Context: an optimization exercise on an open-source flow, tuned for small area, a short achievable clock period and few clock cycles. The choices shown serve that exercise and are no tape-out recipe. Where RTL was checked, it was by simulation tests only, not by an equivalence proof against the original. For runs 2 and 6, only the layout was checked, not whether the RTL still works. Power is estimated from default activity; no workload was simulated.

==> flow/design.v <==
module lmp_edge_pairer (
    input             clk,
    input             rst,
    input             ev_v,        
    input      [1:0]  ev_k,
    input      [31:0] ev_t,        
    output reg        p_v,         
    output reg [31:0] p_w,         
    output reg        p_first,     
    output reg        p_rb0,       
    output reg        p_close,     
    output reg        p_asym,      
    output reg        p_empty,     
    output            p0_now       
);
    reg signed [3:0] diff;         
    reg        seen;
    reg        got0;
    reg [2:0]  rbc;
    reg [31:0] e0, e1, e2, e3;
    wire is_close = ev_k[1];
    wire is_fall  = ev_k[0];
    wire edge_v   = ev_v & ~is_close;
    wire close_v  = ev_v & is_close;
    wire ahead_r  = ~diff[3] & (diff != 4'sd0);
    wire ahead_f  = diff[3];
    wire match    = edge_v & (is_fall ? ahead_r : ahead_f);
    wire push     = edge_v & ~match;
    wire [2:0] cnt = diff[3] ? 3'd0 - diff[2:0] : diff[2:0];
    wire [31:0] sum;
    lmp_add #(.W(32)) u_add (.a(e0), .b(ev_t), .cin(1'b0), .s(sum));
    assign p0_now = match & ~got0;
    always @(posedge clk) begin
        if (match | (push & (cnt == 3'd0))) e0 <= match ? e1 : ev_t;
        if (match | (push & (cnt == 3'd1))) e1 <= match ? e2 : ev_t;
        if (match | (push & (cnt == 3'd2))) e2 <= match ? e3 : ev_t;
        if (push & (cnt == 3'd3))           e3 <= ev_t;
        p_w     <= ~sum;
        p_first <= ~got0;
        p_rb0   <= (rbc == 3'd0);
        p_asym  <= (diff != 4'sd0);
        p_empty <= ~seen;
    end
    always @(posedge clk) begin
        if (rst) begin
            p_v     <= 1'b0;
            p_close <= 1'b0;
            diff    <= 4'sd0;
            seen    <= 1'b0;
            got0    <= 1'b0;
            rbc     <= 3'd0;
        end else begin
            p_v     <= match;
            p_close <= close_v;
            if (close_v) begin
                diff <= 4'sd0;
                seen <= 1'b0;
                got0 <= 1'b0;
                rbc  <= 3'd0;
            end else if (edge_v) begin
                seen <= 1'b1;
                diff <= is_fall ? diff - 4'sd1 : diff + 4'sd1;
                if (match) begin
                    if (got0) rbc <= rbc + 3'd1;
                    got0 <= 1'b1;
                end
            end
        end
    end
endmodule
module lmp_add #(
    parameter W = 32
) (
    input  [W-1:0] a,
    input  [W-1:0] b,
    input          cin,
    output [W-1:0] s
);
    localparam LG = $clog2(W);
    wire [W-1:0] p0 = a ^ b;
    wire [W-1:0] g0 = a & b;
    reg [W-1:0] gc, pc, gn, pn;
    integer l, i, j;
    always @(*) begin
        gc = {g0[W-1:1], g0[0] | (p0[0] & cin)};
        pc = p0;
        for (l = 0; l < LG; l = l + 1) begin
            gn = gc;
            pn = pc;
            for (i = 0; i < W; i = i + 1) begin
                if (((i >> l) & 1) == 1) begin
                    j = ((i >> l) << l) - 1;
                    gn[i] = gc[i] | (pc[i] & gc[j]);
                    pn[i] = pc[i] & pc[j];
                end
            end
            gc = gn;
            pc = pn;
        end
    end
    assign s = p0 ^ {gc[W-2:0], cin};
endmodule
module lmp_classify (
    input  [32:0] d,
    input  [31:0] f0,
    input         rb_zero,
    output        is_bit,
    output        bit_val,
    output        bad
);
    wire neg = d[32];
    wire in_sel;
    lmp_window #(.W(36), .L(6), .LIM(40)) u_sel (
        .a  ({{2{d[32]}}, d, 1'b0}),
        .b  ({4'b0000, f0} ^ {36{~neg}}),
        .cin(~neg),
        .in (in_sel));
    wire in_idle = ((d[32:5] == 28'd0) & (d[4:0] <= 5'd20)) |
                   ((&d[32:5]) & (d[4:0] >= 5'd12));
    wire fsmall = (f0[31:6] == 26'd0) & (f0[5:0] <= 6'd40);
    wire dsmall = (d[32:6] == 27'd0) | (&d[32:6]);
    wire signed [8:0] d2 = {d[6], d[6:0], 1'b0};
    wire signed [8:0] fs = {3'b000, f0[5:0]};
    wire signed [8:0] t  = d2 + (fs ^ {9{neg}}) + {8'd0, neg};
    wire other = fsmall & dsmall & (t >= -9'sd40) & (t <= 9'sd40);
    wire in_high = neg ? other : in_sel;
    wire in_low  = neg ? in_sel : other;
    assign is_bit  = in_high | in_low;
    assign bit_val = in_high;
    assign bad     = ~in_high & ~in_low & ~(rb_zero & in_idle);
endmodule
module lmp_window #(
    parameter W = 36,
    parameter L = 6,
    parameter LIM = 40
) (
    input  [W-1:0] a,
    input  [W-1:0] b,
    input          cin,
    output         in
);
    wire [L:0]   lo = {1'b0, a[L-1:0]} + {1'b0, b[L-1:0]} + {{L{1'b0}}, cin};
    wire         c  = lo[L];
    wire [W-1:0] x = a ^ b;
    wire [W-1:0] o = a | b;
    wire [W-1:0] n = a & b;
    wire zr = &(x[W-1:L+1] ~^ o[W-2:L]);
    wire on = &(x[W-1:L+1] ^ n[W-2:L]);
    wire hi_zero = zr & (x[L] == c);
    wire hi_ones = on & (x[L] != c);
    assign in = (hi_zero & (lo[L-1:0] <= LIM)) |
                (hi_ones & (lo[L-1:0] >= (1 << L) - LIM));
endmodule
module lmp_freq_div (
    input             clk,
    input             rst,
    input             start,
    input      [31:0] f0_in,    
    input      [31:0] f0,       
    output            busy,
    output            near,     
    output            done,     
    output     [63:0] freq
);
    reg         run;
    reg  [32:0] rem;            
    reg  [52:0] quo;
    reg  [10:0] ce;             
    reg         bq;             
    assign busy = run;
    assign near = run & (quo[51] | quo[50] | quo[49]);
    assign done = near | (start & (f0_in == 32'd0));
    assign freq = {1'b0, ce, quo[51:0]};
    wire        neg = rem[32];
    wire [32:0] nr;
    lmp_add #(.W(33)) u_add (
        .a  ({rem[31:0], bq}),
        .b  ({1'b0, f0} ^ {33{~neg}}),
        .cin(~neg),
        .s  (nr));
    wire        q   = ~nr[32];
    wire b500 = (ce == 11'd1085) | (ce == 11'd1084) | (ce == 11'd1083) |
                (ce == 11'd1082) | (ce == 11'd1081) | (ce == 11'd1079);
    reg fb;
    reg found;
    integer k;
    always @(*) begin
        fb = 1'b0;
        found = 1'b0;
        for (k = 51; k >= 0; k = k - 1) begin
            if (!found && quo[k]) begin
                found = 1'b1;
                if (k >= 20 && k <= 50) fb = f0[51 - k];
            end
        end
    end
    wire big = |f0_in[31:7] | (f0_in[6:0] > 7'd125);
    always @(posedge clk) begin
        rem <= start ? (big ? 33'd125 : 33'd0) : nr;
        bq  <= start ? ~big : (b500 | fb);
    end
    always @(posedge clk) begin
        if (rst) begin
            run <= 1'b0;
        end else if (start) begin
            quo <= 53'd0;
            if (f0_in == 32'd0) begin
                run <= 1'b0;
                ce  <= 11'h7FF;
            end else begin
                run <= 1'b1;
                ce  <= big ? 11'd1077 : 11'd1084;
            end
        end else if (run) begin
            quo <= {quo[51:0], q};
            ce  <= ce - 11'd1;
            if (quo[51]) run <= 1'b0;
        end
    end
endmodule
module lmp_decoder (
    input             clk,
    input             rst,         
    input             ev_valid,
    output            ev_ready,
    input      [1:0]  ev_kind,     
    input      [31:0] ev_time,
    output reg        res_valid,
    output reg [3:0]  res_err,     
    output     [32:0] res_period,
    output     [63:0] res_freq,
    output     [15:0] res_nbits,
    output     [3:0]  res_nbytes,
    output     [63:0] res_bytes
);
    localparam E_OK = 4'd0, E_ASYM = 4'd7, E_EMPTY = 4'd8, E_FRAMING = 4'd9;
    reg hold;
    assign ev_ready = ~hold;
    reg        s1_v;
    reg [1:0]  s1_k;
    reg [31:0] s1_t;
    wire take = ev_valid & ~hold;
    always @(posedge clk) begin
        s1_v <= take & ~rst;
        s1_k <= ev_kind;
        s1_t <= ev_kind[0] ? ~ev_time : ev_time;    
    end
    wire        p_v, p_first, p_rb0, p_close, p_asym, p_empty, p0_now;
    wire [31:0] p_w;
    lmp_edge_pairer u_pair (
        .clk    (clk),
        .rst    (rst),
        .ev_v   (s1_v),
        .ev_k   (s1_k),
        .ev_t   (s1_t),
        .p_v    (p_v),
        .p_w    (p_w),
        .p_first(p_first),
        .p_rb0  (p_rb0),
        .p_close(p_close),
        .p_asym (p_asym),
        .p_empty(p_empty),
        .p0_now (p0_now)
    );
    reg  [31:0] f0;
    reg  [32:0] d_d;
    reg         d_first, d_pulse, d_rb0;
    wire [32:0] dsum;
    lmp_add #(.W(33)) u_dsub (
        .a  ({1'b0, p_w}),
        .b  (~{1'b0, f0}),
        .cin(1'b1),
        .s  (dsum));
    always @(posedge clk) begin
        d_d   <= dsum;
        d_rb0 <= p_rb0;
    end
    wire        is_bit, bit_val, bad;
    lmp_classify u_cls (
        .d      (d_d),
        .f0     (f0),
        .rb_zero(d_rb0),
        .is_bit (is_bit),
        .bit_val(bit_val),
        .bad    (bad)
    );
    wire        div_start = p_v & p_first;
    wire        div_busy, div_near, div_done;
    lmp_freq_div u_div (
        .clk   (clk),
        .rst   (rst),
        .start (div_start),
        .f0_in (p_w),
        .f0    (f0),
        .busy  (div_busy),
        .near  (div_near),
        .done  (div_done),
        .freq  (res_freq)
    );
    reg c_first, c_pulse, c_bit, c_val, c_bad, c_close, c_asym, c_empty;
    always @(posedge clk) begin
        c_bit   <= is_bit;
        c_val   <= bit_val;
        c_bad   <= bad;
        c_asym  <= p_asym;
        c_empty <= p_empty;
    end
    always @(posedge clk) begin
        if (rst) begin
            d_first <= 1'b0;
            d_pulse <= 1'b0;
            c_first <= 1'b0;
            c_pulse <= 1'b0;
            c_close <= 1'b0;
        end else begin
            d_first <= div_start;
            d_pulse <= p_v & ~p_first;
            c_first <= d_first;
            c_pulse <= d_pulse;
            c_close <= p_close;
        end
    end
    always @(posedge clk) begin
        if (div_start) f0 <= p_w;
    end
    reg [15:0] nbits;
    reg [63:0] bytes;
    reg        framing_err;
    wire wr_bit = c_pulse & c_bit;
    reg [3:0]  nbytes;      
    wire       lt64 = (nbits[15:6] == 10'd0);
    always @(posedge clk) begin
        if (c_first) begin
            nbits       <= 16'd0;
            nbytes      <= 4'd0;
            framing_err <= 1'b0;
        end else if (c_pulse) begin
            if (c_bad) framing_err <= 1'b1;
            if (c_bit) begin
                nbits <= nbits + 16'd1;
                if (lt64 & (nbits[2:0] == 3'd0)) nbytes <= nbytes + 4'd1;
            end
        end
    end
    genvar j;
    generate
        for (j = 0; j < 64; j = j + 1) begin : g_bits
            always @(posedge clk)
                if (c_first | (wr_bit & lt64 & (nbits[5:0] == j)))
                    bytes[j] <= c_val & ~c_first;
        end
    endgenerate
    assign res_period = {f0, 1'b0};
    assign res_nbits  = nbits;
    assign res_bytes  = bytes;
    assign res_nbytes = nbytes;
    reg  pend;           
    reg  dpend;          
    wire close_take = take & ev_kind[1];
    wire emit = (c_close | pend) & ~div_busy;
    always @(posedge clk) begin
        if (c_close)
            res_err <= c_asym ? E_ASYM : c_empty ? E_EMPTY :
                       (~c_first & (framing_err | (c_pulse & c_bad))) ? E_FRAMING : E_OK;
    end
    always @(posedge clk) begin
        if (rst) begin
            res_valid <= 1'b0;
            pend      <= 1'b0;
            dpend     <= 1'b0;
            hold      <= 1'b0;
        end else begin
            res_valid <= emit;
            pend      <= (c_close | pend) & ~emit;
            if (p0_now)       dpend <= 1'b1;
            else if (div_done) dpend <= 1'b0;
            hold <= hold ? ~(div_near | ~dpend) : (close_take & (dpend | p0_now));
        end
    end
endmodule
==> flow/flow/run.sh <==
#!/bin/bash
# Standard layout, with plain buf_1 cells as the port buffers instead of the
# delay buffers buffer_ports picks by default, clock tree synthesis without
# dummy loads, and timing repair aiming at a 2.6 ns clock.
set -euo pipefail
export BUFFER_PORTS_ARGS="-buffer_cell sky130_fd_sc_hd__buf_1"
export CTS_ARGS="-sink_clustering_enable -repair_clock_nets -sink_clustering_size 16 -sink_clustering_max_diameter 80 -buf_list sky130_fd_sc_hd__clkbuf_8 -dont_use_dummy_load"
export SETUP_SLACK_MARGIN=5.4
bash standard.sh > standard.log 2>&1
==> flow/standard.sh <==
#!/bin/bash
# synth_recipe.tcl (not shown) runs the flow's synth.tcl, then flattens the netlist and writes it again
# the make line also repeats each setting of config.mk as NAME=value (left out here)
make -C /OpenROAD-flow-scripts/flow DESIGN_CONFIG=/design/flow/config.mk WORK_HOME=/design/flow/orfs CLKGATE_MAP_FILE= SYNTH_SCRIPT=/design/flow/synth_recipe.tcl "${@:-finish}"
==> flow/config.mk <==
export PLATFORM = sky130hd
export DESIGN_NAME = lmp_decoder
export DESIGN_NICKNAME = lmp_decoder
export VERILOG_FILES = /design/flow/design.v
export SDC_FILE = /design/flow/constraint.sdc
export NUM_CORES = 4
export LEC_CHECK = 0
export CAP_MARGIN = 20
export CORE_MARGIN = 2
export CORE_UTILIZATION = 40
export PLACE_DENSITY = 0.6
export SLEW_MARGIN = 20
==> flow/constraint.sdc <==
create_clock -name core_clock -period 8.0 [get_ports {clk}]
set_input_delay 1.6000 -clock core_clock [delete_from_list [all_inputs] [get_ports {clk}]]
set_output_delay 1.6000 -clock core_clock [all_outputs]
set_load 0.01 [all_outputs]
==> impl_metrics.tcl, run 1 <==
set metrics [dict create \
    required_ps 6400 \
    place_congestion 0.894 \
    clock-sinks 476 \
    fp.dieW_um 246 \
    p_int_w 0.00521 \
    first_pass_iters 5 \
    yosys.area_share.adder_pct 10.9 \
    grt_pass1_vias 17000 \
    drv_cap 0 \
    final_cell_mix "nand2_1, edfxtp_1, buf_4" \
    finalHoldViolCount 0 \
    ys_ff_latch 476 \
    drt-initial-drc-count 942 \
    p_sw_share_pct 36.3 \
    grt_pass1_wl_um 96100 \
    ys.flop_type "edfxtp_1" \
    drive_gt1_share_pct 26.3 \
    wirelength_um 64200 \
    min-delay-path-class "reg -> reg" \
    slew-limit-headroom_pct 26.0 \
    max_freq_mhz 324 \
    synth_edf_count 290 \
    start_util_pct 40.6 \
    die_h_um 246 \
    synthCells 2153 \
    final_common_cell "nand2_1" \
    synth-simple-area-share_pct 13.7 \
    vias_per_cell 5.09 \
    path_cells "buf_4 > buf_2" \
    power_switching_w 0.00296 \
    sequentialPowerShare_pct 39.4 \
    vias 17400 \
    critical_path_arrival_ps 1480 \
    reg2reg_to "d_d[30]" \
    rrSetupSlack_ps 4940 \
    die-area_mm2 0.0606 \
    synthesis.area_mm2 0.0234 \
    r2r_start "f0[2]" \
    wire_per_inst_um 18.8 \
    rsz0062_at_grt "yes" \
    io_buffer_count 221 \
    dpl.hpwl_um 42200 \
    ir_drop_uv 175 \
    synthMuxAreaShare_pct 0.347 \
    grt_start_max_net_pins 100 \
    fin_skew_ps 70.4 \
    antenna_found_initial 2 \
    final_nets 2884 \
    clkPwrFrac_pct 14.5 \
    grt-ovfl-total 0 \
    drc_errors 0 \
    ys_async_sr_fraction_pct 0 \
    synth_compound_area_share_pct 8.98 \
    startpoint_type "flop" \
    num_rows 88 \
    fillers 5124 \
    clk_latency_ps 640 \
    cts_made_buffers 37 \
    synth-xor-area-share_pct 9.52 \
    clk_pin_slew_ps 110 \
    grt_use_total_pct 20.6 \
    slowest_delay_ps 540 \
    clockBufferDepth 3 \
    period_share_pct 38.5 \
    holdWs_ps 330 \
    period_needed_ps 3080 \
    critPathCapture "res_period[3]" \
    setup_viol_count_final 0 \
    r2r_cells 14 \
    critPathLaunch "f0[2]" \
    worstMarginPinSlew_ps 1100 \
    synth_top_family_by_area "simple AND/OR/NAND/NOR gates" \
    worstSetupPathType "reg -> out" \
    htreeDepth 2 \
    fin_util_pct 51.5 \
    core_area_mm2 0.0578 \
    clock-root-buffer "clkbuf_8" \
    leakage_nw 12.9 \
    synth.distinct_cells 70 \
    final_antenna_net_count 0 \
    path_max_fanout 4 \
    power_frac_comb_pct 46.1 \
    areaGrowthSynthToFinish_pct 27.0 \
    cts_tree "done" \
    seq_area_frac_synth_pct 53.0 \
    finalSetupTns_ps 0 \
    critPathSlowestCell "edfxtp_1" \
    ios 224 \
    status "complete, no violations" \
    p_total_w 0.00817 \
    endpoint_kind "output pin" \
    yosys_warnings 5 \
    syn-mean-instance-area_um2 10.9 \
    power.density_mw_per_mm2 274 \
    final_max_slew_viol_count 0 \
]
==> layout make-up <==
type	count	area (µm²)	area share, %
Sequential cell	476	12500	42.0
Inverter	153	577	1.94
Clock buffer	37	509	1.71
Tap cell	765	957	3.21
Multi-Input combinational cell	1463	11100	37.1
Timing Repair Buffer	522	4190	14.1
Antenna cell	1	2.50	0.00840
==> registers in the layout, indices dropped and copies added, names as in the netlist, 33 cells and up <==
signal	count
u_div.quo	52
u_div.rem	33
bytes	64
d_d	33
==> through the flow <==
stage               setup slack [ps]  std cells  instance area (µm²)
floorplan                       4930       2154                23800
CTS                             4990       3341                28600
finish                          4920       3417                29800
global route                    4870       3417                29800
global placement                4630       3093                25300
detailed placement              4520       3093                25300
==> power groups by stage <==
stage,sequential (W),clock (W),combinational (W)
final,0.00322,0.00118,0.00377
after global routing,0.00325,0.00131,0.00417
after CTS,0.00321,0.00123,0.00347
after detailed placement,0.00330,0,0.00300
after global placement,0.00329,0,0.00291
after floorplan,0.00315,0,0.00253
==> timing repair <==
action	in CTS	in global routing
pin swaps	63	58
hold buffers	0	0
resized for setup	328	185
gates cloned	2	0
endpoints found under the setup margin	249	279
buffers inserted	209	74
==> worst min path at each step <==
stage	slack [ps]	from	cells past startpoint	to
after floorplan	310	u_pair.p_asym	0	c_asym
after global placement	310	u_pair.p_empty	0	c_empty
after detailed placement	310	u_pair.p_empty	0	c_empty
after CTS	320	u_pair.p_empty	0	c_empty
after global routing	330	u_pair.p_empty	0	c_empty
final	330	u_pair.p_empty	0	c_empty
==> cells in the mapped netlist, types with 3 or more instances <==
master    count  share of area [%]
or2_2         3              0.080
xor2_1      109                4.1
o21ai_1       8               0.17
a21o_1       89                2.8
nand2_1     294                4.7
a21oi_1      82                1.8
and4_1        4               0.15
nand4_1      28               0.75
o211ai_1      7               0.22
a21boi_0      3              0.096
edfxtp_1    290                 37
buf_1        12               0.19
ha_1        176                9.4
nand3b_1      3              0.096
o21bai_1     13               0.42
clkbuf_1     46               0.74
a22oi_1       3              0.096
a31oi_1       8               0.21
o31a_1        5               0.19
and2_1       56                1.5
and3_1        8               0.21
xnor2_1     146                5.5
mux2i_1       7               0.30
o22ai_1       3              0.080
nor3b_1       3              0.096
nor2_1      131                2.1
nor2b_1      24               0.64
nor4_1       32               0.85
buf_4         3              0.096
a211oi_1      9               0.29
o21a_1       17               0.54
dfxtp_1     186                 16
nand3_1      32               0.68
nand2b_1      9               0.24
or3_1        10               0.27
o21ai_0      37               0.79
inv_1       153                2.4
fa_1         18                1.5
nor3_2        3               0.13
o31ai_1      13               0.42
or4_1         5               0.16
nor3_1       32               0.68
==> logic make-up after synthesis <==
kind of cell,after synthesis
buf+inv,215
simple gates,685
other cells,1
compound gates,319
flops,476
xor+xnor,255
mux,8
fa+ha+maj,194
==> critical path: cells and delay by family, from the launching register on <==
kind / cells / cell delay, ps
buffers and inverters: 2 / 340
DFF: 1 / 540
==> layer usage <==
layer / routed length, µm / up-vias / GRT usage (%)
li1: - / 8390 / -
met1: 28100 / 8533 / 27.1
met2: 30700 / 365 / 34.2
met3: 3170 / 106 / 3.33
met4: 2210 / 2 / 7.27
met5: 11 / - / 0
Testbench counts, summed over its fixed seeds: cycles 30,458.
==> run 2, diff against run 1 <==
--- a/flow/design.v
+++ b/flow/design.v
@@ -81,5 +81,5 @@
     wire [W-1:0] g0 = a & b;
     reg [W-1:0] gc, pc, gn, pn;
-    integer l, i, j;
+    integer l, i;
     always @(*) begin
         gc = {g0[W-1:1], g0[0] | (p0[0] & cin)};
@@ -89,8 +89,7 @@
             pn = pc;
             for (i = 0; i < W; i = i + 1) begin
-                if (((i >> l) & 1) == 1) begin
-                    j = ((i >> l) << l) - 1;
-                    gn[i] = gc[i] | (pc[i] & gc[j]);
-                    pn[i] = pc[i] & pc[j];
+                if (i >= (1 << l)) begin
+                    gn[i] = gc[i] | (pc[i] & gc[i - (1 << l)]);
+                    pn[i] = pc[i] & pc[i - (1 << l)];
                 end
             end
==> flow/flow/run.sh (replaced) <==
#!/bin/bash
# Standard layout, with plain buf_1 cells as the port buffers instead of the
# delay buffers buffer_ports picks by default, and clock tree synthesis
# without dummy loads.
set -euo pipefail
export BUFFER_PORTS_ARGS="-buffer_cell sky130_fd_sc_hd__buf_1"
export CTS_ARGS="-sink_clustering_enable -repair_clock_nets -sink_clustering_size 16 -sink_clustering_max_diameter 80 -buf_list sky130_fd_sc_hd__clkbuf_8 -dont_use_dummy_load"
bash standard.sh > standard.log 2>&1
--- a/flow/config.mk
+++ b/flow/config.mk
@@ -10,3 +10,4 @@
 export CORE_UTILIZATION = 40
 export PLACE_DENSITY = 0.6
+export SETUP_SLACK_MARGIN = 5
 export SLEW_MARGIN = 20
==> run 2 against run 1 <==
  * Wire length increased by 4.6%
  * Die area increased by 3.7%
  * Fmax increased by 0.81%
  * Synthesized cell count increased by 7.2%
  * Power about the same
==> impl_metrics.tcl, run 2 <==
set metrics [dict create \
    areaGrowthSynthToFinish_pct 16.0 \
    slowest_delay_ps 470 \
    clock-root-buffer "clkbuf_8" \
    yosysTopAreaCellShare_pct 35.8 \
    required_ps 6400 \
    clk_latency_ps 650 \
    min-delay-path-class "reg -> reg" \
    slew-limit-headroom_pct 33.1 \
    rsz0062_at_grt "yes" \
    ys_ff_latch 476 \
    antenna_found_initial 2 \
    htreeDepth 2 \
    start_util_pct 40.4 \
    endpoint_kind "output pin" \
    drive_gt1_share_pct 11.5 \
    io_buffer_count 221 \
    worstSetupPathType "reg -> out" \
    die_h_um 251 \
    num_rows 90 \
    grt_pass1_wl_um 101000 \
    ys.flop_type "edfxtp_1" \
    synth.distinct_cells 72 \
    synthTopCellsByCount "nand2_1, edfxtp_1, dfxtp_1" \
    grt-ovfl-total 0 \
    vias_per_cell 5.23 \
    r2r_cells 9 \
    reg2reg_to "u_div.rem[32]" \
    final_cell_mix "nand2_1, edfxtp_1, buf_1" \
    synthCells 2308 \
    final_antenna_net_count 0 \
    wire_per_inst_um 19.6 \
    final_nets 2872 \
    grt_use_total_pct 20.8 \
    ys_async_sr_fraction_pct 0 \
    grt_pass1_vias 17300 \
    period_needed_ps 3060 \
    critPathSlowestCell "edfxtp_1" \
    yosys_warnings 5 \
    top_register "bytes" \
    fin_skew_ps 119 \
    finalHoldViolCount 0 \
    first_pass_iters 6 \
    syn-mean-instance-area_um2 10.5 \
    holdWs_ps 337 \
    synthesis.area_mm2 0.0243 \
    path_cells "buf_6 > buf_8 > buf_6" \
    die-area_mm2 0.0628 \
    clk_pin_slew_ps 90 \
    max_freq_mhz 327 \
    yosysMostFrequentCell "nand2_1" \
    leakage_nw 11.9 \
    r2r_start "f0[17]" \
    fp.dieW_um 251 \
    synth_edf_count 290 \
    finalSetupTns_ps 0 \
    vias 17900 \
    clockBufferDepth 3 \
    cp.depth 3 \
    startpoint_type "flop" \
    drt-initial-drc-count 1284 \
    status "complete, no violations" \
    seq_area_frac_synth_pct 51.1 \
    largest_reg_flops 64 \
    ir_drop_uv 120 \
    grt_start_max_net_pins 97 \
    critical_path_arrival_ps 1460 \
    wirelength_um 67100 \
    synth_top_cell_by_area "edfxtp_1" \
    path_max_fanout 4 \
    cp_common_cell "buf_6" \
    reg.largest.list "bytes x64, u_div.quo x52" \
    cp_top_family "flip-flops" \
    final_max_slew_viol_count 0 \
    cts_made_buffers 38 \
    cts_tree "done" \
    final_common_cell "nand2_1" \
    ios 224 \
    core_area_mm2 0.0602 \
    critPathLaunch "f0[1]" \
    dpl.hpwl_um 46400 \
    netlist_top_cells_area "edfxtp_1, dfxtp_1, ha_1" \
    cp_num_buf_inv 3 \
    setup_viol_count_final 0 \
    clock-sinks 476 \
    drc_errors 0 \
    place_congestion 0.935 \
    period_share_pct 38.2 \
    worstMarginPinSlew_ps 1000 \
    rrSetupSlack_ps 4970 \
    drv_cap 0 \
    critPathCapture "res_period[2]" \
    power.density_mw_per_mm2 289 \
]
## run 2: cell count changes in the layout (fill, tap and decap cells not counted), sizes merged, moves of 6 or more
cell    previous run  this run
and3               8        15
clkbuf           108        45
a21oi             82       119
a21o              89       110
nor2             131       140
buf              450       355
o21ai             45        61
nand4             28        22
fa                18         6
xor2             109       101
xnor2            146       165
nand2b             9        22
## run 2: how the worst min path moves through the flow
stage,from,to,slack [ps],cells past startpoint
final,u_pair.p_empty,c_empty,340,0
after global routing,u_pair.p_rb0,d_rb0,350,0
after CTS,u_pair.p_empty,c_empty,340,0
after detailed placement,u_pair.p_rb0,d_rb0,320,0
after global placement,u_pair.p_rb0,d_rb0,310,0
after floorplan,u_pair.p_asym,c_asym,310,0
## run 2: repair_timing
action                                  4_1_cts  5_1_grt
hold buffers                                  0        0
buffers inserted                             88       39
pin swaps                                    16       37
resized for setup                            51       92
endpoints found under the setup margin      135       62
## run 2: power by group
| part | internal [W] | total [W] | switching [W] |
|---|---|---|---|
| sequential | 0.00291 | 0.00317 | 0.000263 |
| combinational | 0.00177 | 0.00380 | 0.00203 |
| clock | 0.000427 | 0.00120 | 0.000770 |
## run 2: stage by stage
stage	area (µm²)	cells	setup slack, ps	power (W)	util, %
after floorplan	24400	2309	4940	0.00582	-
after global placement	26100	3264	4290	0.00646	43.3
after detailed placement	26100	3264	4200	0.00652	43.3
after CTS	27500	3390	4920	0.00793	45.7
after global routing	28200	3431	4870	0.00873	46.8
final	28200	3432	4940	0.00817	46.9
## run 2: cells by family after synthesis
group	after synthesis	share of synthesized area, %
buffers and inverters	213	3.33
adders and majority gates	185	9.69
and+or+nand+nor	728	14.1
muxes	11	0.463
xor gates and xnor gates	266	9.57
AOI/OAI and AO/OA	428	11.7
other	1	0.0154
DFF	476	51.1
## run 2: area by class of cell
class	instances	area, µm²
antenna	2	5.00
clock buffer	38	523
fill	5530	32000
inverter	152	574
multi-input combinational	1620	11600
sequential	476	12400
tap	782	978
timing repair buffer	362	2100
## run 2: per-layer routing
layer / track usage, % / part of all wire (%) / routed length (µm) / up-vias
met5: 0 / 0 / 0 / -
met4: 7.15 / 3.9 / 2610 / 0
met3: 3.59 / 5.6 / 3780 / 133
met2: 33.5 / 45 / 30500 / 481
met1: 28.3 / 45 / 30200 / 8611
li1: - / - / - / 8723
==> run 3, diff against run 2 <==
--- a/flow/design.v
+++ b/flow/design.v
@@ -81,5 +81,5 @@
     wire [W-1:0] g0 = a & b;
     reg [W-1:0] gc, pc, gn, pn;
-    integer l, i;
+    integer l, i, j;
     always @(*) begin
         gc = {g0[W-1:1], g0[0] | (p0[0] & cin)};
@@ -89,7 +89,8 @@
             pn = pc;
             for (i = 0; i < W; i = i + 1) begin
-                if (i >= (1 << l)) begin
-                    gn[i] = gc[i] | (pc[i] & gc[i - (1 << l)]);
-                    pn[i] = pc[i] & pc[i - (1 << l)];
+                if (((i >> l) & 1) == 1) begin
+                    j = ((i >> l) << l) - 1;
+                    gn[i] = gc[i] | (pc[i] & gc[j]);
+                    pn[i] = pc[i] & pc[j];
                 end
             end
==> flow/flow/run.sh (replaced) <==
#!/bin/bash
# Standard layout, with plain buf_1 cells as the port buffers instead of the
# delay buffers buffer_ports picks by default, and clock tree synthesis
# without dummy loads.
set -euo pipefail
export BUFFER_PORTS_ARGS="-buffer_cell sky130_fd_sc_hd__buf_1"
export CTS_ARGS="-sink_clustering_enable -repair_clock_nets -sink_clustering_size 12 -sink_clustering_max_diameter 60 -buf_list sky130_fd_sc_hd__clkbuf_8 -dont_use_dummy_load"
bash standard.sh > standard.log 2>&1
==> run 3 against run 2 <==
  * Still clean on timing, DRC and antenna
  * Final cell count shrank 4.7%
  * Die area decreased by 3.6%
  * Clock skew decreased by 14 ps
  * Sequential share of layout area rose by 1.3 points
  * Setup slack worse by 95 ps
  * Flip-flop and latch count unchanged
  * Hold slack worse by 30 ps
  * Wire length down 5.4%
  * Synthesized area down 3.7%
  * Count of clock-buffer cells in the layout grew 12
  * Critical path type unchanged
  * Highest routed layer is now met5
==> impl_metrics.tcl, run 3 <==
set metrics [dict create \
    drc_errors 0 \
    drive_gt1_share_pct 12.2 \
    clk_pin_slew_ps 90 \
    p_sw_share_pct 36.0 \
    ios 224 \
    grt_busiest_layer "met2" \
    p_total_w 0.00792 \
    finalHoldViolCount 0 \
    grt_pass1_wl_um 95200 \
    wirelength_um 63500 \
    wire_per_inst_um 19.4 \
    htreeDepth 2 \
    yosysTopAreaCellShare_pct 37.1 \
    required_ps 6400 \
    grt_pass1_vias 16600 \
    cts_made_buffers 50 \
    io_buffer_count 221 \
    synth.distinct_cells 70 \
    grt_use_total_pct 20.5 \
    status "complete, no violations" \
    fin_skew_ps 105 \
    clock-sinks 476 \
    final_antenna_net_count 0 \
    synth_edf_count 290 \
    worstSetupPathType "reg -> out" \
    synthesis.area_mm2 0.0234 \
    dpl.hpwl_um 43800 \
    worstMarginPinSlew_ps 978 \
    yosysMostFrequentCell "nand2_1" \
    first_pass_iters 5 \
    setup_viol_count_final 0 \
    synth_top_cell_by_area "edfxtp_1" \
    clock-root-buffer "clkbuf_8" \
    sequentialPowerShare_pct 40.8 \
    drv_cap 0 \
    period_needed_ps 3150 \
    met2_usage_pct 33.6 \
    die_h_um 246 \
    yosys_warnings 5 \
    synthTopCellsByCount "nand2_1, edfxtp_1, dfxtp_1" \
    place_inst 3095 \
    grtUsageMet3_pct 4.36 \
    power_frac_comb_pct 42.1 \
    finalSetupTns_ps 0 \
    netlist_top_cells_area "edfxtp_1, dfxtp_1, ha_1" \
    synthCells 2153 \
    clkPwrFrac_pct 17.1 \
    use_met1_pct 27.3 \
    drt-initial-drc-count 1142 \
    grt-ovfl-total 0 \
    path_max_fanout 5 \
    clk_latency_ps 660 \
    power_switching_w 0.00285 \
    clockBufferDepth 3 \
    seq_area_frac_synth_pct 53.0 \
    hold_buffers 0 \
    grt_start_max_net_pins 100 \
    reg.largest.list "bytes x64, u_div.quo x52" \
    leakage_nw 11.5 \
    max_freq_mhz 317 \
    cts_tree "done" \
    syn-mean-instance-area_um2 10.9 \
    p_int_w 0.00507 \
    startpoint_type "flop" \
    areaGrowthSynthToFinish_pct 16.8 \
    stdcell_count 3270 \
    setup_slack_ps 4850 \
    critical_path_arrival_ps 1550 \
    fp.dieW_um 246 \
    ir_drop_uv 220 \
    endpoint_kind "output pin" \
    ys_ff_latch 476 \
    ys.flop_type "edfxtp_1" \
    final_cell_mix "nand2_1, edfxtp_1, buf_1" \
    antenna_found_initial 2 \
    core_area_mm2 0.0578 \
    power.density_mw_per_mm2 289 \
    final_common_cell "nand2_1" \
    largest_reg_flops 64 \
    ys_async_sr_fraction_pct 0 \
    place_congestion 0.893 \
    start_util_pct 40.6 \
    min-delay-path-class "reg -> reg" \
    die-area_mm2 0.0606 \
    period_share_pct 39.4 \
    final_max_slew_viol_count 0 \
    slew-limit-headroom_pct 34.8 \
    top_register "bytes" \
    vias_per_cell 5.16 \
    dp_slack_ps 4290 \
    vias 16900 \
    num_rows 88 \
    fin_util_pct 47.4 \
    final_nets 2737 \
    rsz0062_at_grt "yes" \
]
## run 3: cell count changes after synthesis, sizes merged, moves of 12 or more
cell / before / now
xnor2: 165 / 146
a21o: 110 / 89
fa: 6 / 18
nand2b: 22 / 9
o21ai: 61 / 45
a21oi: 119 / 82
## run 3: metrics by stage
step	hold WS [ps]	cell area, µm²
6_report	307	27400
2_1_floorplan	310	23500
3_3_place_gp	316	25200
5_1_grt	318	27400
4_1_cts	313	26900
3_5_place_dp	316	25200
## run 3: cells by family after synthesis
group,Yosys count,synth area share (%)
simple gates,685,13.7
other cells,1,0.0160
compound gates,319,8.98
fa+ha+maj,194,10.9
xor+xnor,255,9.52
flops,476,53.0
mux,8,0.347
buf+inv,215,3.49
## run 3: final timing paths
check / start / endpoint / slack [ps] / cells after the start
setup / recovery: f0[0] / res_period[1] / 4850 / 4
hold / removal: u_pair.p_asym / c_asym / 310 / 0
setup reg to reg: f0[2] / u_div.rem[17] / 4960 / 12
hold reg to reg: u_pair.p_asym / c_asym / 310 / 0
## run 3: cell type report
| class | instances | area (µm²) |
|---|---|---|
| antenna | 1 | 2.50 |
| inverter | 153 | 574 |
| clock buffer | 50 | 688 |
| sequential | 476 | 12400 |
| multi-input combinational | 1463 | 10600 |
| fill | 5321 | 30400 |
| timing repair buffer | 362 | 2130 |
| tap | 765 | 957 |
## run 3: per-layer routing
| metal | up-vias | wire length, µm |
|---|---|---|
| met3 | 100 | 4170 |
| li1 | 8088 | - |
| met4 | 2 | 1580 |
| met2 | 469 | 29700 |
| met5 | - | 10 |
| met1 | 8221 | 28000 |
## run 3: timing repair
action / 4_1_cts / 5_1_grt
resized for setup: 86 / 50
buffers inserted: 94 / 28
endpoints found under the setup margin: 201 / 63
pin swaps: 13 / 42
cloned: 1 / 0
## run 3: critical path, stage by stage (launching register included)
cell	delay, ps
edfxtp_1	410
buf_4	160
buf_6	130
buf_6	110
buf_6	120
## run 3: power by group through the flow
stage | sequential, W | combinational (W) | clock [W]
4_1_cts | 0.00322 | 0.00315 | 0.00140
2_1_floorplan | 0.00315 | 0.00241 | 0
3_5_place_dp | 0.00330 | 0.00290 | 0
6_report | 0.00323 | 0.00333 | 0.00136
5_1_grt | 0.00325 | 0.00370 | 0.00149
3_3_place_gp | 0.00329 | 0.00280 | 0
Testbench counts of run 3, summed over its fixed seeds: cycles 30,458.
==> run 4, diff against run 3 <==
==> flow/flow/run.sh (replaced) <==
#!/bin/bash
# Standard layout, with plain buf_1 cells as the port buffers instead of the
# delay buffers buffer_ports picks by default, and clock tree synthesis
# without dummy loads.
set -euo pipefail
export BUFFER_PORTS_ARGS="-buffer_cell sky130_fd_sc_hd__buf_1"
export CTS_ARGS="-sink_clustering_enable -repair_clock_nets -sink_clustering_size 24 -sink_clustering_max_diameter 80 -buf_list sky130_fd_sc_hd__clkbuf_16 -root_buf sky130_fd_sc_hd__clkbuf_16 -dont_use_dummy_load"
bash standard.sh > standard.log 2>&1
==> run 4 against run 3 <==
  * Still clean
  * Wire length fell by 2.4%
  * Design area fell by 1.3%
  * Combinational power fell by 1%
  * Via count fell by 1.6%
  * Critical path depth did not move
  * Synthesized cell count did not move
  * Power fell by 0.23%
  * Critical path type unchanged
  * Critical endpoint is now res_period[3]
  * Highest routed layer unchanged
==> impl_metrics.tcl, run 4 <==
set metrics [dict create \
    status "complete, no violations" \
    netlist_top_cells_area "edfxtp_1, dfxtp_1, ha_1" \
    fin_skew_ps 45.6 \
    largest_reg_flops 64 \
    ir_drop_uv 193 \
    setup_viol_count_final 0 \
    startpoint_type "flop" \
    synthCells 2153 \
    rrSetupSlack_ps 4990 \
    final_nets 2682 \
    ys_async_sr_fraction_pct 0 \
    cts_made_buffers 28 \
    clock-root-buffer "clkbuf_16" \
    wire_per_inst_um 19.3 \
    reg.largest.list "bytes x64, u_div.quo x52" \
    areaGrowthSynthToFinish_pct 15.3 \
    min-delay-path-class "reg -> reg" \
    yosys_warnings 5 \
    syn-mean-instance-area_um2 10.9 \
    endpoint_kind "output pin" \
    yosysMostFrequentCell "nand2_1" \
    leakage_nw 11.3 \
    min_path_cells 0 \
    first_pass_iters 5 \
    power.density_mw_per_mm2 292 \
    drc_errors 0 \
    place_inst 3095 \
    final_common_cell "nand2_1" \
    slowest_delay_ps 430 \
    multi_input_area_mm2 0.0106 \
    path_max_fanout 2 \
    cp_common_cell "buf_6" \
    grt-ovfl-total 0 \
    reg2reg_to "d_d[30]" \
    synth.distinct_cells 70 \
    core_area_mm2 0.0578 \
    worstSetupPathType "reg -> out" \
    p_total_w 0.00790 \
    synthMuxAreaShare_pct 0.347 \
    grt_start_max_net_pins 100 \
    period_needed_ps 3130 \
    dpl.hpwl_um 43800 \
    vias 16600 \
    start_util_pct 40.6 \
    die-area_mm2 0.0606 \
    num_rows 88 \
    grt_pass1_vias 16300 \
    final_max_slew_viol_count 0 \
    synthTopCellsByCount "nand2_1, edfxtp_1, dfxtp_1" \
    drv_cap 0 \
    path_cells "buf_6 > buf_6 > buf_6 > buf_6" \
    synth_top_cell_by_area "edfxtp_1" \
    hold_buffers 0 \
    critical_path_arrival_ps 1530 \
    required_ps 6400 \
    cts_tree "done" \
    final_cell_mix "nand2_1, edfxtp_1, buf_1" \
    synthesis.area_mm2 0.0234 \
    drt-initial-drc-count 1007 \
    seq_area_frac_synth_pct 53.0 \
    io_buffer_count 221 \
    synth-xor-area-share_pct 9.52 \
    ys_ff_latch 476 \
    fillers 5359 \
    ys.flop_type "edfxtp_1" \
    r2r_start "f0[2]" \
    ios 224 \
    grt_pass1_wl_um 93400 \
    regArea_mm2 0.0124 \
    grt_use_total_pct 19.9 \
    holdWs_ps 328 \
    clk_pin_slew_ps 100 \
    drive_gt1_share_pct 9.51 \
    fp.dieW_um 246 \
    yosys.area_share.adder_pct 10.9 \
    synth_top_family_by_area "simple AND/OR/NAND/NOR gates" \
    clk_latency_ps 580 \
    clock-sinks 476 \
    r2r_cells 13 \
    final_antenna_net_count 0 \
    vias_per_cell 5.17 \
    worstMarginPinSlew_ps 979 \
    die_h_um 246 \
    min_from "u_pair.p_rb0" \
    clockBufferDepth 3 \
    critPathSlowestCell "edfxtp_1" \
    rsz0062_at_grt "yes" \
    diodes 0 \
    synth_edf_count 290 \
    max_freq_mhz 320 \
    top_register "bytes" \
    finalHoldViolCount 0 \
    htreeDepth 1 \
    yosysTopAreaCellShare_pct 37.1 \
    synth_compound_area_share_pct 8.98 \
    finalSetupTns_ps 0 \
    slew-limit-headroom_pct 34.8 \
    place_congestion 0.893 \
    fin_util_pct 46.8 \
    synth-simple-area-share_pct 13.7 \
    antenna_found_initial 1 \
    stdcell_count 3214 \
    min_to "d_rb0" \
    period_share_pct 39.1 \
    wirelength_um 62000 \
]
run 4: cell counts after synthesis:
Identical to the previous run, type by type.
run 4: cells by family (layout without fill, tap and decap cells):
| kind of cell | after synthesis | in the layout |
|---|---|---|
| AOI/OAI and AO/OA | 319 | 319 |
| xor gates and xnor gates | 255 | 255 |
| adders and majority gates | 194 | 194 |
| buffers and inverters | 215 | 510 |
| DFF | 476 | 476 |
| muxes | 8 | 8 |
| other | 1 | 2 |
| and+or+nand+nor | 685 | 685 |
run 4: worst max-delay path, delay by kind of cell, from the launching register on:
family | cells | cell delay [ps]
buf+inv | 4 | 500
flops | 1 | 430
run 4: how the worst max path moves through the flow:
stage	startpoint	to	slack (ps)
after global placement	u_div.rem[32]	u_div.rem[17]	4320
after floorplan	u_pair.diff[0]	u_pair.e0[0]	4150
after CTS	f0[1]	u_div.rem[17]	4890
final	f0[2]	res_period[3]	4870
after detailed placement	u_div.rem[32]	u_div.rem[17]	4290
after global routing	f0[2]	res_period[3]	4820
run 4: per-layer routing:
layer / wire (µm) / track usage (%)
met4: 1820 / 5.72
met1: 27400 / 26.6
met3: 3970 / 3.86
met2: 28800 / 32.7
met5: 16 / 0
run 4: stage by stage:
step           worst slack, ps  area (µm²)
2_1_floorplan             4150       23500
3_3_place_gp              4320       25200
3_5_place_dp              4290       25200
4_1_cts                   4890       26600
5_1_grt                   4820       27000
6_report                  4870       27000
run 4: final cells by class:
class	instances	share of cell area, %
Timing Repair Buffer	329	6.70
Tap cell	765	3.54
Clock buffer	28	2.59
Inverter	153	2.12
Multi-Input combinational cell	1463	39.0
Sequential cell	476	46.0
run 4: timing repair:
action,4_1_cts,5_1_grt
gates cloned,2,0
resized for setup,44,52
setup endpoints to repair,180,53
pin swaps,5,39
setup buffers,64,24
run 4: report_power, final:
part           internal, W  total (W)  switching, W
combinational      0.00152    0.00329       0.00177
sequential         0.00296    0.00322      0.000261
clock             0.000619    0.00139      0.000771
==> run 5, diff against run 4 <==
==> flow/flow/run.sh (replaced) <==
#!/bin/bash
# Standard layout, with plain buf_1 cells as the port buffers instead of the
# delay buffers buffer_ports picks by default, and clock tree synthesis
# without dummy loads.
set -euo pipefail
export BUFFER_PORTS_ARGS="-buffer_cell sky130_fd_sc_hd__buf_1"
export CTS_ARGS="-sink_clustering_enable -repair_clock_nets -sink_clustering_size 16 -sink_clustering_max_diameter 80 -buf_list sky130_fd_sc_hd__clkbuf_8 -root_buf sky130_fd_sc_hd__clkbuf_16 -dont_use_dummy_load"
bash standard.sh > standard.log 2>&1
==> run 5 against run 4 <==
  * Critical path depth unchanged
  * Sequential share of layout area increased by 0.28 points
  * Critical path type unchanged
  * Clock skew increased by 2.0 ps
  * Wire length increased by 0.65%
  * Register-to-register slack improved by 50 ps
  * Still clean
==> impl_metrics.tcl, run 5 <==
set metrics [dict create \
    cts_tree "done" \
    wire_per_inst_um 19.3 \
    antenna_found_initial 1 \
    clock-root-buffer "clkbuf_16" \
    hold_buffers 0 \
    ir_drop_uv 218 \
    path_max_fanout 4 \
    final_common_cell "nand2_1" \
    power_frac_comb_pct 42.3 \
    required_ps 6400 \
    grt-ovfl-total 0 \
    ios 224 \
    clockBufferDepth 3 \
    drv_cap 0 \
    place_congestion 0.893 \
    synth_top_cell_by_area "edfxtp_1" \
    ys_async_sr_fraction_pct 0 \
    die-area_mm2 0.0606 \
    stdcell_count 3227 \
    setup_viol_count_final 0 \
    fin_util_pct 46.5 \
    final_nets 2695 \
    fillers 5372 \
    min-delay-path-class "reg -> reg" \
    synth_edf_count 290 \
    netlist_top_cells_area "edfxtp_1, dfxtp_1, ha_1" \
    min_path_cells 0 \
    yosys_warnings 5 \
    num_rows 88 \
    worstSetupPathType "reg -> out" \
    place_inst 3095 \
    start_util_pct 40.6 \
    period_share_pct 37.7 \
    ys_ff_latch 476 \
    leakage_nw 11.2 \
    slew-limit-headroom_pct 30.1 \
    yosysTopAreaCellShare_pct 37.1 \
    seq_area_frac_synth_pct 53.0 \
    dpl.hpwl_um 43800 \
    io_buffer_count 221 \
    yosysMostFrequentCell "nand2_1" \
    max_freq_mhz 331 \
    finalHoldViolCount 0 \
    r2r_cells 10 \
    final_antenna_net_count 0 \
    clock-sinks 476 \
    htreeDepth 2 \
    fp.dieW_um 246 \
    vias_per_cell 5.17 \
    period_needed_ps 3020 \
    reg.largest.list "bytes x64, u_div.quo x52" \
    sequentialPowerShare_pct 41.7 \
    clkPwrFrac_pct 16.0 \
    regArea_mm2 0.0124 \
    finalSetupTns_ps 0 \
    power.density_mw_per_mm2 287 \
    synthCells 2153 \
    synth.distinct_cells 70 \
    endpoint_kind "output pin" \
    critical_path_arrival_ps 1420 \
    grt_use_total_pct 20.2 \
    drt-initial-drc-count 1182 \
    diodes 0 \
    die_h_um 246 \
    grt_start_max_net_pins 100 \
    multi_input_area_mm2 0.0105 \
    grt_pass1_vias 16400 \
    status "complete, no violations" \
    first_pass_iters 7 \
    final_max_slew_viol_count 0 \
    clk_pin_slew_ps 90 \
    wirelength_um 62400 \
    vias 16700 \
    power_switching_w 0.00279 \
    core_area_mm2 0.0578 \
    synthesis.area_mm2 0.0234 \
    worstMarginPinSlew_ps 1040 \
    areaGrowthSynthToFinish_pct 14.7 \
    synthTopCellsByCount "nand2_1, edfxtp_1, dfxtp_1" \
    ys.flop_type "edfxtp_1" \
    fin_skew_ps 47.6 \
    startpoint_type "flop" \
    largest_reg_flops 64 \
    top_register "bytes" \
    drc_errors 0 \
    p_int_w 0.00494 \
    rsz0062_at_grt "yes" \
    syn-mean-instance-area_um2 10.9 \
    clk_latency_ps 540 \
    cts_made_buffers 37 \
    final_cell_mix "nand2_1, edfxtp_1, buf_1" \
    grt_pass1_wl_um 93800 \
    p_sw_share_pct 36.0 \
    drive_gt1_share_pct 9.34 \
]
-- run 5: cell counts after synthesis --
Identical to the previous run, type by type.
-- run 5: final cells by class --
type                            count  share of cell area, %
Clock buffer                       37                   2.10
Inverter                          153                   2.14
Multi-Input combinational cell   1463                   39.1
Sequential cell                   476                   46.3
Tap cell                          765                   3.56
Timing Repair Buffer              333                   6.84
-- run 5: kinds of logic (layout without fill, tap and decap cells) --
kind of cell    Yosys count  in the layout  share of synthesized area [%]
other cells               1              2                         0.0160
mux                       8              8                          0.347
buf+inv                 215            523                           3.49
simple gates            685            685                           13.7
xor+xnor                255            255                           9.52
fa+ha+maj               194            194                           10.9
compound gates          319            319                           8.98
flops                   476            476                           53.0
-- run 5: stage by stage --
step	total power [W]	hold WS (ps)	worst slack, ps	area [µm²]
floorplan	0.00556	310	4150	23500
global placement	0.00609	316	4320	25200
detailed placement	0.00620	316	4290	25200
CTS	0.00758	339	4950	26500
global route	0.00824	343	4900	26900
finish	0.00773	334	4980	26900
-- run 5: timing repair --
item                                    CTS  global route
cloned                                    1             1
gates resized for setup                  31            54
endpoints found under the setup margin  171            44
setup buffers                            72            20
pin swaps                                 6            34
-- run 5: power by group through the flow --
stage	registers, W	clock network, W	logic, W
final	0.00322	0.00124	0.00327
after global routing	0.00325	0.00136	0.00362
after CTS	0.00321	0.00129	0.00307
after detailed placement	0.00330	0	0.00290
after global placement	0.00329	0	0.00280
after floorplan	0.00315	0	0.00241
-- run 5: path summary, 6_finish.rpt --
path | startpoint | end | slack (ps)
min reg2reg | u_pair.p_empty | c_empty | 330
min | u_pair.p_empty | c_empty | 330
max reg2reg | f0[30] | c_bad | 5040
max | f0[1] | res_period[2] | 4980
-- run 5: critical path: stages, from the launching register on --
cell      delay, ps
edfxtp_1        390
buf_6           160
buf_6           120
buf_6           110
buf_6           110
-- run 5: per-layer routing --
layer | vias to the layer above | share of wire [%] | track usage, %
li1 | 8000 | - | -
met1 | 8098 | 44 | 26.9
met5 | - | 0.026 | 0
met3 | 113 | 6.1 | 3.85
met4 | 2 | 3.2 | 6.45
met2 | 467 | 47 | 32.9
==> run 6, diff against run 5 <==
--- a/flow/design.v
+++ b/flow/design.v
@@ -15,5 +15,4 @@
 );
     reg signed [3:0] diff;         
-    reg        seen;
     reg        got0;
     reg [2:0]  rbc;
@@ -40,5 +39,5 @@
         p_rb0   <= (rbc == 3'd0);
         p_asym  <= (diff != 4'sd0);
-        p_empty <= ~seen;
+        p_empty <= ~got0;      
     end
     always @(posedge clk) begin
@@ -47,5 +46,4 @@
             p_close <= 1'b0;
             diff    <= 4'sd0;
-            seen    <= 1'b0;
             got0    <= 1'b0;
             rbc     <= 3'd0;
@@ -55,9 +53,7 @@
             if (close_v) begin
                 diff <= 4'sd0;
-                seen <= 1'b0;
                 got0 <= 1'b0;
                 rbc  <= 3'd0;
             end else if (edge_v) begin
-                seen <= 1'b1;
                 diff <= is_fall ? diff - 4'sd1 : diff + 4'sd1;
                 if (match) begin
@@ -265,5 +261,5 @@
     reg  [31:0] f0;
     reg  [32:0] d_d;
-    reg         d_first, d_pulse, d_rb0;
+    reg         d_pulse, d_rb0;
     wire [32:0] dsum;
     lmp_add #(.W(33)) u_dsub (
@@ -298,5 +294,5 @@
         .freq  (res_freq)
     );
-    reg c_first, c_pulse, c_bit, c_val, c_bad, c_close, c_asym, c_empty;
+    reg c_pulse, c_bit, c_val, c_bad, c_close, c_asym, c_empty;
     always @(posedge clk) begin
         c_bit   <= is_bit;
@@ -308,13 +304,9 @@
     always @(posedge clk) begin
         if (rst) begin
-            d_first <= 1'b0;
             d_pulse <= 1'b0;
-            c_first <= 1'b0;
             c_pulse <= 1'b0;
             c_close <= 1'b0;
         end else begin
-            d_first <= div_start;
             d_pulse <= p_v & ~p_first;
-            c_first <= d_first;
             c_pulse <= d_pulse;
             c_close <= p_close;
@@ -331,5 +323,5 @@
     wire       lt64 = (nbits[15:6] == 10'd0);
     always @(posedge clk) begin
-        if (c_first) begin
+        if (div_start) begin
             nbits       <= 16'd0;
             nbytes      <= 4'd0;
@@ -347,6 +339,6 @@
         for (j = 0; j < 64; j = j + 1) begin : g_bits
             always @(posedge clk)
-                if (c_first | (wr_bit & lt64 & (nbits[5:0] == j)))
-                    bytes[j] <= c_val & ~c_first;
+                if (div_start | (wr_bit & lt64 & (nbits[5:0] == j)))
+                    bytes[j] <= c_val & ~div_start;
         end
     endgenerate
@@ -362,5 +354,5 @@
         if (c_close)
             res_err <= c_asym ? E_ASYM : c_empty ? E_EMPTY :
-                       (~c_first & (framing_err | (c_pulse & c_bad))) ? E_FRAMING : E_OK;
+                       (framing_err | (c_pulse & c_bad)) ? E_FRAMING : E_OK;
     end
     always @(posedge clk) begin
@@ -375,5 +367,5 @@
             if (p0_now)       dpend <= 1'b1;
             else if (div_done) dpend <= 1'b0;
-            hold <= hold ? ~(div_near | ~dpend) : (close_take & (dpend | p0_now));
+            hold <= hold ? ~(div_near | ~dpend) : (close_take & (dpend | p0_now) & ~div_near);
         end
     end
==> run 6 against run 5 <==
  * Hold slack lost 6.1 ps
  * Wire length down 1.0%
  * Clock skew up 31 ps
  * Global-route usage shrank 0.11 points
==> impl_metrics.tcl, run 6 <==
set metrics [dict create \
    fin_util_pct 46.6 \
    power_frac_comb_pct 45.4 \
    sequentialPowerShare_pct 39.2 \
    antenna_found_initial 2 \
    seq_area_frac_synth_pct 52.8 \
    synthCells 2162 \
    largest_reg_flops 64 \
    required_ps 8400 \
    wire_per_inst_um 19.1 \
    worstSetupPathType "reg -> reg" \
    die_h_um 246 \
    fin_skew_ps 78.6 \
    ir_drop_uv 159 \
    first_pass_iters 5 \
    top_register "bytes" \
    yosysMostFrequentCell "nand2_1" \
    clock-sinks 472 \
    power.density_mw_per_mm2 299 \
    vias_per_cell 5.19 \
    final_area_mm2 0.0269 \
    worstMarginPinSlew_ps 1050 \
    rsz0062_at_grt "yes" \
    critical_path_arrival_ps 3670 \
    drv_cap 0 \
    clockBufferDepth 3 \
    reg.largest.list "bytes x64, u_div.quo x52" \
    ys_async_sr_fraction_pct 0 \
    clk_latency_ps 550 \
    p_int_w 0.00507 \
    place_area_mm2 0.0251 \
    netlist_top_cells_area "edfxtp_1, dfxtp_1, ha_1" \
    clkPwrFrac_pct 15.5 \
    finalHoldViolCount 0 \
    fp.dieW_um 246 \
    holdWs_ps 328 \
    slew-limit-headroom_pct 30.2 \
    finalSetupTns_ps 0 \
    clock-root-buffer "clkbuf_16" \
    drive_gt1_share_pct 9.87 \
    dpl.hpwl_um 43300 \
    final_max_slew_viol_count 0 \
    startpoint_type "flop" \
    grt_pass1_wl_um 93800 \
    io_buffer_count 221 \
    p_sw_share_pct 36.9 \
    min-delay-path-class "reg -> reg" \
    grt_pass1_vias 16600 \
    dp_slack_ps 4330 \
    grt_use_total_pct 20.0 \
    wirelength_um 61700 \
    setup_viol_count_final 0 \
    endpoint_kind "flop" \
    vias 16700 \
    final_nets 2696 \
    yosys_warnings 5 \
    grt-ovfl-total 0 \
    synthesis.area_mm2 0.0234 \
    die-area_mm2 0.0604 \
    cts_made_buffers 37 \
    clk_pin_slew_ps 100 \
    ios 224 \
    areaGrowthSynthToFinish_pct 15.1 \
    leakage_nw 10.8 \
    core_area_mm2 0.0578 \
    syn-mean-instance-area_um2 10.8 \
    setup_slack_ps 4720 \
    max_freq_mhz 305 \
    ys_ff_latch 472 \
    grt_start_max_net_pins 114 \
    synth.distinct_cells 74 \
    synth_top_cell_by_area "edfxtp_1" \
    yosysTopAreaCellShare_pct 37.2 \
    num_rows 88 \
    drc_errors 0 \
    cts_tree "done" \
    final_antenna_net_count 0 \
    start_util_pct 40.5 \
    period_share_pct 41.0 \
    synthTopCellsByCount "nand2_1, edfxtp_1, dfxtp_1" \
    path_max_fanout 2 \
    place_congestion 0.906 \
    period_needed_ps 3280 \
    ys.flop_type "edfxtp_1" \
    final_common_cell "nand2_1" \
    status "complete, no violations" \
    drt-initial-drc-count 946 \
    final_cell_mix "nand2_1, edfxtp_1, buf_1" \
    synth_edf_count 290 \
    htreeDepth 2 \
    power_switching_w 0.00296 \
]
[run 6: cell types whose count changed after synthesis, sizes merged, moves of 6 or more]
cell / before / now
o21ai: 45 / 109
a21o: 89 / 30
nor2: 131 / 100
nand2: 295 / 309
and2: 56 / 65
xnor2: 146 / 138
a211o: 0 / 6
nand2b: 9 / 15
nand3: 32 / 38
[run 6: cell families (layout without fill, tap and decap cells)]
| kind of cell | Yosys count | after routing | share of synthesized area, % |
|---|---|---|---|
| AOI/OAI and AO/OA | 338 | 338 | 9.16 |
| buffers and inverters | 209 | 509 | 3.40 |
| muxes | 7 | 7 | 0.305 |
| xor gates and xnor gates | 248 | 248 | 9.29 |
| other | 1 | 3 | 0.0160 |
| adders and majority gates | 194 | 194 | 11.0 |
| and+or+nand+nor | 693 | 693 | 14.1 |
| DFF | 472 | 472 | 52.8 |
[run 6: power groups by stage]
stage,Clock (W),Combinational [W],Sequential (W)
after floorplan,0,0.00248,0.00308
after global placement,0,0.00295,0.00318
after detailed placement,0,0.00306,0.00319
after CTS,0.00129,0.00336,0.00314
after global routing,0.00136,0.00403,0.00318
final,0.00124,0.00365,0.00315
[run 6: through the flow]
step | cells | power (W)
after floorplan | 2163 | 0.00556
after global placement | 3102 | 0.00614
after detailed placement | 3102 | 0.00624
after CTS | 3200 | 0.00780
after global routing | 3228 | 0.00857
final | 3229 | 0.00804
[run 6: worst paths after layout]
check	from	endpoint	slack [ps]	cells after the start
worst max-delay path	f0[8]	u_div.rem[17]	4720	11
worst min-delay path	u_pair.p_asym	c_asym	330	0
worst max register to register	f0[8]	u_div.rem[17]	4720	11
worst min register to register	u_pair.p_asym	c_asym	330	0
[run 6: worst max-delay path, stage by stage (launching register included)]
cell and delay [ps]:
edfxtp_1 530, xnor2_4 220, ha_4 220, a21o_1 180, or4_4 420, or3_4 390
and3_4 160, a211o_1 280, a21o_1 180, fa_2 350, xnor2_2 170, nor2_1 50
[run 6: layout make-up]
type / instances / area, µm²
inverters: 149 / 567
multi-input cells: 1482 / 10700
well taps: 765 / 957
flip-flops and latches: 472 / 12400
fillers: 5387 / 30900
clock buffers: 37 / 566
diodes: 1 / 2.50
repair buffers: 323 / 1730
[run 6: repair_timing]
item,CTS,global route
hold buffers,0,0
cloned,2,0
hold endpoints to repair,0,0
setup endpoints to repair,66,43
pin swaps,17,39
resized for setup,46,65
buffers inserted,59,28
[run 6: layer usage]
layer  GRT usage, %  vias to the layer above  wire, µm
li1               -                     8089         -
met1           25.9                     8151     27000
met2           32.9                      398     28600
met3           4.47                      107      3820
met4           7.25                        2      2240
met5              0                        -        13

-- port drivers added, routing unchanged --
Ports are ideal in the flow. The routed layouts listed here were re-timed in OpenROAD.
Step 1 (the two cells are an assumption about what drives the block):
set clk [get_ports {clk}]
set_driving_cell -lib_cell sky130_fd_sc_hd__clkbuf_16 $clk
set_driving_cell -lib_cell sky130_fd_sc_hd__buf_2 [delete_from_list [all_inputs] $clk]
Step 2 moves the port delays by t, midway between the first and last clock arrival at a register: inputs arrive t later, outputs are due t later. That takes back most of the time a late clock gives input paths.
a / b / c = ideal / step 1 / step 2; a / b = the first two.
run | t, ns | slack for setup (ns) | worst setup path after step 2 | latest minus earliest clock arrival (ns) | cell pins on the clock port's net
run 1 | 0.648 | 4.917 / 4.860 / 4.872 | input to register | 0.093 / 0.093 | 1
run 2 | 0.643 | 4.942 / 4.888 / 4.950 | input to register | 0.120 / 0.120 | 1
run 3 | 0.667 | 4.847 / 4.793 / 4.487 | input to register | 0.111 / 0.110 | 1
run 4 | 0.626 | 4.874 / 4.818 / 4.511 | input to register | 0.062 / 0.062 | 1
run 5 | 0.574 | 4.981 / 4.925 / 4.690 | input to register | 0.058 / 0.058 | 1
run 6 | 0.578 | 4.722 / 4.722 / 4.722 | input to register | 0.081 / 0.081 | 1
After both steps setup and hold are still met in every run listed. For run 4, which loses most, drivers alone change the setup slack by -0.056 ns; drivers and shift together by -0.363 ns.
